This design comes from an exercise in tuning for small area on the open sky130 flow, not from production work. At most, simulation tests tie the RTL to the original design; equivalence was not proved. No activity file was given, so power comes from the tool's default toggle rates.

== run a ==
==> flow/design.v (excerpt) <==
module dstu_mac_pad (
    input  wire        clk,
    input  wire        rst,
    input  wire [1:0]  macsel,
    input  wire        cmd_valid,
    output wire        cmd_ready,
    input  wire [31:0] cmd_word,
    input  wire [31:0] cmd_arg0,
    input  wire [31:0] cmd_arg1,
    input  wire [31:0] cmd_arg2,
    output wire        rsp_valid,
    output wire [2:0]  rsp_err,
    output wire [31:0] rsp_ret,
    input  wire [2:0]  sr_sel,
    output reg  [31:0] sr_data,
    output wire [31:0] kb_addr,
    input  wire [7:0]  kb_data,
    output wire [31:0] ib_addr,
    input  wire [7:0]  ib_data,
    output wire        ob_we,
    output wire [31:0] ob_addr,
    output wire [7:0]  ob_data,
    output wire [1:0]  eng_cfg,
    input  wire [7:0]  eng_blklen,
    output wire        eng_abs_valid,
    output reg  [7:0]  eng_abs_byte,
    input  wire        eng_abs_ready,
    output wire        eng_reset,
    output wire        eng_final,
    input  wire        eng_dig_valid,
    input  wire [7:0]  eng_dig_byte,
    output wire        eng_dig_ready
);
For scale: ~2000 cells after synthesis, roughly 0.022 mm^2 of cells after synthesis.
==> flow/config.mk <==
export PLATFORM = sky130hd
export DESIGN_NAME = dstu_mac_pad
export DESIGN_NICKNAME = dstu_mac_pad
export VERILOG_FILES = /design/flow/design.v
export SDC_FILE = /design/flow/constraint.sdc
export NUM_CORES = 4
export LEC_CHECK = 0
export CAP_MARGIN = 20
export CORE_MARGIN = 2
export CORE_UTILIZATION = 60
export SLEW_MARGIN = 20
==> flow/constraint.sdc <==
create_clock -name core_clock -period 10.0 [get_ports {clk}]
set_input_delay 2.0000 -clock core_clock [delete_from_list [all_inputs] [get_ports {clk}]]
set_output_delay 2.0000 -clock core_clock [all_outputs]
set_load 0.01 [all_outputs]
standard.sh (not shown) runs the stock make flow with config.mk's settings and CLKGATE_MAP_FILE= SYNTH_SCRIPT=/design/flow/synth_recipe.tcl, a recipe that flattens the netlist after the stock synthesis.
==> flow/flow/run.sh <==
#!/bin/bash
# Layout flow: the standard ORFS flow (standard.sh) with these changes in
# how the layout is built:
#  * synthesis: the standard script, but Yosys's abc runs its default
#    area-oriented mapping script instead of ORFS's speed script (the
#    registers come out of dfflibmap before abc, so they are unchanged);
#  * port buffers use the smallest buffer cell (buf_1);
#  * clock tree synthesis without dummy loads, clkbuf_16 with larger clusters.
# ORFS writes each tool's log under orfs/logs/; make's output goes to flow.log.
set -euo pipefail
here=$(pwd)
cat flow/abc_plain.tcl synth_recipe.tcl > "$here/synth_area.tcl"
export BUFFER_PORTS_ARGS="-buffer_cell sky130_fd_sc_hd__buf_1"
export CTS_ARGS="-sink_clustering_enable -repair_clock_nets -dont_use_dummy_load -buf_list {sky130_fd_sc_hd__clkbuf_16} -sink_clustering_size 25 -sink_clustering_max_diameter 100"
bash standard.sh SYNTH_SCRIPT="$here/synth_area.tcl" finish > flow.log 2>&1
==> flow/flow/abc_plain.tcl <==
# Run Yosys's abc with its default mapping script: drop the -script, -D and
# -constr arguments that ORFS's synth.tcl passes, keep the liberty and
# dont_use arguments.
proc abc {args} {
  set keep {}
  set skip 0
  foreach a $args {
    if {$skip} { set skip 0; continue }
    if {$a in {-script -D -constr}} { set skip 1; continue }
    lappend keep $a
  }
  yosys abc {*}$keep
}
Input changes introduced in run b (baseline for comparison: run a):
--- a/flow/design.v
+++ b/flow/design.v
@@ -71,25 +71,26 @@
     wire [7:0]  c_opc = cmd_word[7:0];
     wire [7:0]  c_mod = cmd_word[15:8];
     wire [15:0] c_rsv = cmd_word[31:16];
     wire c_legal = (c_rsv == 16'd0) &&
                    ((c_opc == OP_INIT) ||
                     ((c_opc >= OP_UPDB) && (c_opc <= OP_GETNAME) && (c_mod == 8'd0)));
     wire        c_updm = (c_opc[2:0] == 3'd3);
     wire [31:0] c_addend = c_updm ? cmd_arg2 : {25'd0, macsize};
-    wire [32:0] c_end = {1'b0, cmd_arg1} + {1'b0, c_addend};
-    wire [33:0] c_gt;
-    assign c_gt[0] = 1'b0;
+    wire [31:0] c_t = cmd_arg1 ^ c_addend ^ ~cmd_arg0;
+    wire [31:0] c_k = (cmd_arg1 & c_addend) | (cmd_arg1 & ~cmd_arg0) | (c_addend & ~cmd_arg0);
+    wire [32:0] c_c;
+    assign c_c[0] = 1'b0;
     genvar gc;
     generate for (gc = 0; gc < 32; gc = gc + 1) begin : g_cmp
-        assign c_gt[gc+1] = (c_end[gc] & ~cmd_arg0[gc]) | (c_end[gc] & c_gt[gc]) | (~cmd_arg0[gc] & c_gt[gc]);
+        wire kin = (gc == 0) ? 1'b0 : c_k[gc-1];
+        assign c_c[gc+1] = (c_t[gc] & kin) | (c_t[gc] & c_c[gc]) | (kin & c_c[gc]);
     end endgenerate
-    assign c_gt[33] = c_end[32] | c_gt[32];
-    wire        c_lenerr = c_gt[33];
+    wire        c_lenerr = c_c[32] | c_k[31];
     wire        keyed = (fsm == KEYED);
     reg         lenerr_q, chk_fin;
     always @(posedge clk) begin
         lenerr_q <= c_lenerr;
         if (state == S_IDLE)
             chk_fin <= (c_opc[2:0] == 3'd4);
     end
     reg  [2:0]  c_err;
@@ -222,28 +223,38 @@
     genvar gi;
     generate for (gi = 1; gi < 64; gi = gi + 1) begin : g_cones
         assign cnt_ones[gi] = cnt_ones[gi-1] & cnt[gi-1];
     end endgenerate
     always @(posedge clk)
         cnt <= (cnt ^ (cnt_ones & {64{msg_fire}})) & {64{~cnt_clr}};
     wire a_clr = st_iwait || (st_iload && a[6]);
     wire a_inc = st_iload || ((st_iabs || st_uabs) && abs_fire) || ob_we;
-    wire [31:0] a_plus = a + 32'd1;
+    wire        st_chk = (state == S_CHK);
+    wire [31:0] a_opb  = st_chk ? e : 32'd1;
+    wire [32:0] a_cy;
+    assign a_cy[0] = 1'b0;
+    genvar ga;
+    generate for (ga = 0; ga < 32; ga = ga + 1) begin : g_add
+        assign a_cy[ga+1] = (a[ga] & a_opb[ga]) | (a[ga] & a_cy[ga]) | (a_opb[ga] & a_cy[ga]);
+    end endgenerate
+    wire [31:0] a_plus = a ^ a_opb ^ a_cy[31:0];
     always @(posedge clk) begin
         if (st_idle)
             a <= {cmd_arg1[31:8], (op == 3'd2) ? cmd_arg0[7:0] : cmd_arg1[7:0]};
         else if (a_clr)
             a[8:0] <= 9'd0;
         else if (a_inc)
             a <= a_plus;
     end
     always @(posedge clk)
         if (st_idle)
-            e <= c_end[31:0];
+            e <= c_addend;
+        else if (st_chk)
+            e <= a_plus;
         else if (st_iwait)
             e[7:0] <= {1'b0, klen};
         else if (st_iabs && abs_fire && !kr[7])
             e[7:0] <= kr - 8'd1;
     wire chk_go  = (state == S_CHK) && !lenerr_q && keyed;
     wire dc_ld_b = (acc_ok && (op == 3'd1)) || (chk_go && chk_fin && (dc < 8'd12)) ||
                    (dc_last && abs_fire && (st_iabs || st_uabs || st_updb));
     wire dc_ld_k = dc_last && abs_fire && st_fpad;
==> run summary <==
To summarise run b: no stage aborted, but the layout did not pass its checks, failing on negative setup slack. Compared to run a, the router laid down less metal wire for run b. Diff run a -> run b | gate count of the mapped netlist | down by a few percent. Comparing run b and run a, global-route usage is higher on run a. Higher combinational fraction of design power goes to run b over run a. Per-cell via count in the routed design delta for run b relative to run a: about 0.7% lower. NOTE: global-route track usage on met2 in run b exceeds that of run a. Delta (run b minus run a): synthesized area held; wire length of the first global-routing pass went down 1.5%. Re maximum ir drop on the vdd rail: run b is about 18% down on run a.
Only the layout flow was run in run b; the RTL was not checked for function there.


the previous run:
Another version of the RTL of dstu_mac_pad (not shown whole).
Size in the first run: roughly 2,000 cells after synthesis, roughly 23,000 um2 of cells after synthesis.
Settings: LEC_CHECK=0, CAP_MARGIN=20, CORE_MARGIN=2, CORE_UTILIZATION=60, SLEW_MARGIN=20; clock period 10.0 ns.
Scripts as last shown in full above: flow/flow/run.sh, flow/flow/abc_plain.tcl
> inputs changed (the previous run -> the current run)
-- flow/design.v --
<<< the previous run, line 51
                     S_FKEY  = 4'd12,
                     S_FFIN  = 4'd13,
                     S_FDIG  = 4'd14;
    reg  [3:0]  state;
    reg  [1:0]  fsm;
>>> the current run, line 51
                     S_FKEY  = 4'd12,
                     S_FFIN  = 4'd13,
                     S_FDIG  = 4'd14,
                     S_CHK   = 4'd15;    
    reg  [3:0]  state;
    reg  [1:0]  fsm;
<<< the previous run, line 79
    wire        c_lenerr = c_end > {1'b0, cmd_arg0};
    wire        keyed = (fsm == KEYED);
    reg  [2:0]  c_err;
    always @(*) begin
>>> the current run, line 80
    wire        c_lenerr = c_end > {1'b0, cmd_arg0};
    wire        keyed = (fsm == KEYED);
    reg         lenerr_q, chk_fin;
    always @(posedge clk) begin
        lenerr_q <= c_lenerr;
        if (state == S_IDLE)
            chk_fin <= (c_opc[2:0] == 3'd4);
    end
    reg  [2:0]  c_err;
    always @(*) begin
<<< the previous run, line 90
                3'd1: if (c_mod != 8'd0 || cmd_arg0 > 32'd64) c_err = E_CFG;
                3'd2: if (!keyed) c_err = E_STATE;
                3'd3, 3'd4:
                      if (c_lenerr) c_err = E_LEN;
                      else if (!keyed) c_err = E_STATE;
                default: c_err = E_OK;
            endcase
>>> the current run, line 97
                3'd1: if (c_mod != 8'd0 || cmd_arg0 > 32'd64) c_err = E_CFG;
                3'd2: if (!keyed) c_err = E_STATE;
                default: c_err = E_OK;
            endcase
<<< the previous run, line 217
    wire a_clr = st_iwait || (st_iload && a[6]);
    wire a_inc = st_iload || ((st_iabs || st_uabs) && abs_fire) || ob_we;
    wire [31:0] a_ones;                      
    assign a_ones[0] = 1'b1;
    generate for (gi = 1; gi < 32; gi = gi + 1) begin : g_aones
        assign a_ones[gi] = a_ones[gi-1] & a[gi-1];
    end endgenerate
    wire [31:0] a_plus = a ^ a_ones;
    always @(posedge clk) begin
        if (st_idle)
            a <= {cmd_arg1[31:8], (op == 3'd2) ? cmd_arg0[7:0] : cmd_arg1[7:0]};
        else if (a_clr)
            a[6:0] <= 7'd0;
        else if (a_inc)
            a <= a_plus;
>>> the current run, line 221
    wire a_clr = st_iwait || (st_iload && a[6]);
    wire a_inc = st_iload || ((st_iabs || st_uabs) && abs_fire) || ob_we;
    wire [31:0] a_plus = a + 32'd1;
    always @(posedge clk) begin
        if (st_idle)
            a <= {cmd_arg1[31:8], (op == 3'd2) ? cmd_arg0[7:0] : cmd_arg1[7:0]};
        else if (a_clr)
            a[8:0] <= 9'd0;
        else if (a_inc)
            a <= a_plus;
<<< the previous run, line 238
        else if (st_iabs && abs_fire && !kr[7])
            e[7:0] <= kr - 8'd1;
    wire dc_ld_b = (acc_ok && ((op == 3'd1) || ((op == 3'd4) && (dc < 8'd12)))) ||
                   (dc_last && abs_fire && (st_iabs || st_uabs || st_updb));
    wire dc_ld_k = dc_last && abs_fire && st_fpad;
>>> the current run, line 237
        else if (st_iabs && abs_fire && !kr[7])
            e[7:0] <= kr - 8'd1;
    wire chk_go  = (state == S_CHK) && !lenerr_q && keyed;
    wire dc_ld_b = (acc_ok && (op == 3'd1)) || (chk_go && chk_fin && (dc < 8'd12)) ||
                   (dc_last && abs_fire && (st_iabs || st_uabs || st_updb));
    wire dc_ld_k = dc_last && abs_fire && st_fpad;
<<< the previous run, line 288
                                3'd2:            
                                    state <= S_UPDB;
                                3'd3:            
                                    state <= S_URD;
                                3'd4: begin      
                                    ret_sel <= 2'd1;
                                    fsm     <= STALE;
                                    state   <= S_FPAD0;
                                end
                                3'd5: begin      
                                    if (keyed)
>>> the current run, line 288
                                3'd2:            
                                    state <= S_UPDB;
                                3'd3, 3'd4:      
                                    state <= S_CHK;
                                3'd5: begin      
                                    if (keyed)
<<< the previous run, line 315
                S_RSP:
                    state <= S_IDLE;
                S_RST:
                    state <= S_RSP;
>>> the current run, line 310
                S_RSP:
                    state <= S_IDLE;
                S_CHK:
                    if (lenerr_q)
                        respond(E_LEN);
                    else if (!keyed)
                        respond(E_STATE);
                    else if (chk_fin) begin
                        ret_sel <= 2'd1;
                        fsm     <= STALE;
                        state   <= S_FPAD0;
                    end else
                        state <= S_URD;
                S_RST:
                    state <= S_RSP;
Results
Between the previous run and the current run, the multiplexer area fraction after synthesis does not differ in any meaningful way.
Against the previous run, the current run comes in 1.0 points lower on total routing resource utilization after global routing.
The current run vs the previous run: total length of routed met3 wires down in the current run
Summary of the current run over the previous run: area taken by flip-flops and latches now sits higher, total wire length after detailed routing now sits lower, floorplan die area has increased.
Initial antenna violation count: the current run lower than the previous run
From the previous run to the current run the numbers moved as follows: data required time of the worst path higher; global-route track usage on met1 lower; starting density of the core roughly the same.
The current run consumes less power than the previous run does.
Worst hold-check slack in the current run is 0.0052 ns below the previous run.
No functional check of the RTL was part of the previous run.

re-timing with driven ports:
No port has a modelled driver above. Below, the same layouts with a new extraction and two added sets of constraints. Step 1, drivers: a clkbuf_16 drives clk and a buf_2 each remaining input, both assumed. Step 2 times the ports against the registers' clock, not the clock port: input delays grow and output delays shrink by t, the midpoint of the rising clock arrivals with the driver on. a / b / c = no drivers / after step 1 / after step 2; a / b = the first two.
run	t, ns	setup WS [ns]	latest minus earliest clock arrival (ns)	slew at the worst register clock pin (ns)	worst data-port slew with drivers (ns)
run a	0.621	0.913 / 0.911 / 0.290	0.090 / 0.090	0.11 / 0.11	0.09
run b	0.615	-1.108 / -1.108 / -1.108	0.074 / 0.075	0.10 / 0.10	0.08
the previous run	0.647	0.696 / 0.682 / 0.034	0.029 / 0.029	0.11 / 0.11	0.13
the current run	0.657	1.078 / 1.083 / 0.426	0.025 / 0.025	0.11 / 0.11	0.08
The setup slack of the previous run, which loses most, moves by -0.014 ns with the drivers and by -0.662 ns with both steps.
